Background: an optimization exercise with open tools, aiming at small area, a short achievable clock period and few clock cycles. Do not read the settings as production practice.
Only simulation tests tie the RTL to the original design; equivalence was not proved.
No activity file was given, so power comes from the tool's default toggle rates.

Design tape_core, start of the top module:
module tape_core (
    input  wire        clk,
    input  wire        rst,             
    input  wire        ld_tape,         
    input  wire        ld_exp,          
    input  wire        ld_plen,         
    input  wire        ld_elen,         
    input  wire [3:0]  ld_addr,
    input  wire [4:0]  ld_data,
    input  wire        launch,
    input  wire        launch_mode,     
    input  wire [63:0] launch_a,
    input  wire [63:0] launch_b,
    input  wire [63:0] launch_c,
    output reg  [2:0]  status,
    output reg  [1:0]  result,
    output reg  [2:0]  cause,
    output reg  [4:0]  epc,
    output reg  [5:0]  einsn,
    output reg  [15:0] ocnt,
    output reg  [4:0]  ip,
    output reg  [63:0] reg_a,
    output reg  [63:0] reg_b,
    output reg  [63:0] reg_c,
    output reg         emit_valid,
    output wire [15:0] emit_index,
    output reg  [2:0]  emit_digit
);
    localparam ST_IDLE    = 3'd0;
    localparam ST_RUNNING = 3'd1;
    localparam ST_HALTED  = 3'd2;
    localparam ST_ABORTED = 3'd3;
    localparam ST_FAULTED = 3'd4;
    localparam RES_NONE     = 2'd0;
    localparam RES_SUCCESS  = 2'd1;
    localparam RES_SHORT    = 2'd2;
    localparam RES_MISMATCH = 2'd3;
    localparam CAUSE_RSV_COMBO = 3'd1;
    localparam CAUSE_ODD_LEN   = 3'd2;
    localparam CAUSE_NEG_EXP   = 3'd3;
    reg [2:0] tape [0:15];
    reg [2:0] expd [0:15];
    reg [4:0] plen;
    reg [4:0] elen;
    reg       mode;
    reg       running;
    reg       ph_shift;       
    reg       ph_inc;         
    reg [1:0] dsel;           
    reg [6:0] rem;            
    reg       carry;          
    reg       stk_acc;        
    reg       ph_end;         
    reg       meas;           
    reg [2:0] fr;             
    wire      micro = ph_shift || ph_inc || ph_end;
    wire      micro_wr = ph_shift || (ph_inc && !meas);
    reg [5:0] w0, w1, w2;
    reg       v1, v2;         
    reg [2:0] exp_cur;        
    reg       past_cur;       
    function [5:0] pair;
        input [2:0] i;
  ...
Settings: LEC_CHECK=0, CAP_MARGIN=20, CORE_MARGIN=2, CORE_UTILIZATION=50, SETUP_SLACK_MARGIN=5, SLEW_MARGIN=20; clock period 9.0 ns.
standard.sh (not shown) runs the stock make flow with config.mk's settings and CLKGATE_MAP_FILE= SYNTH_SCRIPT=/design/flow/synth_recipe.tcl, a recipe that flattens the netlist after the stock synthesis.
==> flow/flow/run.sh <==
#!/bin/bash
# The standard layout, with plain buffers (buf_1) on the ports in place of
# the delay buffers buffer_ports picks by default. Every tool's output goes
# to a log in this folder (and ORFS's own logs under orfs/logs).
set -euo pipefail
bash standard.sh "BUFFER_PORTS_ARGS=-buffer_cell sky130_fd_sc_hd__buf_1" finish > standard_flow.log 2>&1
The first run completed with no timing, DRC or antenna violations.
Testbench counts at the start, summed over its fixed seeds: cycles 30,018.
Change:
CORE_UTILIZATION = 40   (was 50)
SETUP_SLACK_MARGIN = 4.5   (was 5)
Outcome:
- The changed run finished clean
- maximum frequency shrinks by a few percent
- global-route usage shrinks by 9.2 points
- sequential cell count does not change
- via count shrinks by a few percent
- sequential share of layout area grows by 1.1 points
Change:
CORE_UTILIZATION = 50   (was 40)
SETUP_SLACK_MARGIN = 4.75   (was 4.5)
Outcome:
- cell area climbs by about 1.5%
- cell count drops by 3.2%
- flip-flop and latch count stays the same
- routed wire length hardly moves
- critical path depth does not change
- area after synthesis stays the same
- register-to-register slack gets better by 200 ps
- worst hold slack gets better by 3.3 ps
- power drops by 0.36%
- combinational power climbs by about 3%
Change:
CORE_UTILIZATION = 40   (was 50)
GPL_TIMING_DRIVEN = 1   (was unset)
SETUP_SLACK_MARGIN = 4.5   (was 4.75)
Effect: Critical path depth is unchanged. Final cell count climbs by 3.3%. Sequential share of layout area climbs by 0.33 points. Design area drops by 1.5%. Power climbs by 0.36%. Wire length is about the same.
Change:
GPL_TIMING_DRIVEN = unset   (was 1)
SETUP_SLACK_MARGIN = 4.75   (was 4.5)
Result:
- worst hold slack stays flat
- wire length increases slightly
- power barely changes
- register-to-register slack improved by 200 ps
- clock power decreases by a little under a tenth
- sequential share of layout area decreases by 0.52 points

## afterwards: timing with drivers on the ports
In the flow no input, the clock included, has a driving cell. The finished layouts below were timed again as built, in two steps. Step 1 assumes that a clkbuf_16 drives the clock port and a buf_2 every other input. Step 2, shift: input delay + t, output delay - t, t = (earliest + latest rising clock arrival at the registers) / 2. This alone moves slack from input paths to output paths. a / b / c = no drivers / after step 1 / after step 2; a / b = the first two.
| run | shift t [ns] | slack for setup (ns) | latest minus earliest clock arrival (ns) | slew at the worst register clock pin (ns) | worst data-port slew with drivers (ns) |
|---|---|---|---|---|---|
| the first run | 0.681 | 4.654 / 4.654 / 4.591 | 0.033 / 0.033 | 0.07 / 0.07 | 0.14 |
| the second run | 0.685 | 4.504 / 4.504 / 4.063 | 0.032 / 0.032 | 0.07 / 0.07 | 0.12 |
| the third run | 0.690 | 4.704 / 4.704 / 4.287 | 0.015 / 0.015 | 0.07 / 0.07 | 0.14 |
| the fourth run | 0.685 | 4.504 / 4.504 / 4.063 | 0.032 / 0.032 | 0.07 / 0.07 | 0.12 |
| the fifth run | 0.688 | 4.701 / 4.701 / 4.270 | 0.032 / 0.032 | 0.07 / 0.07 | 0.13 |
After both steps setup and hold are still met in every run listed.
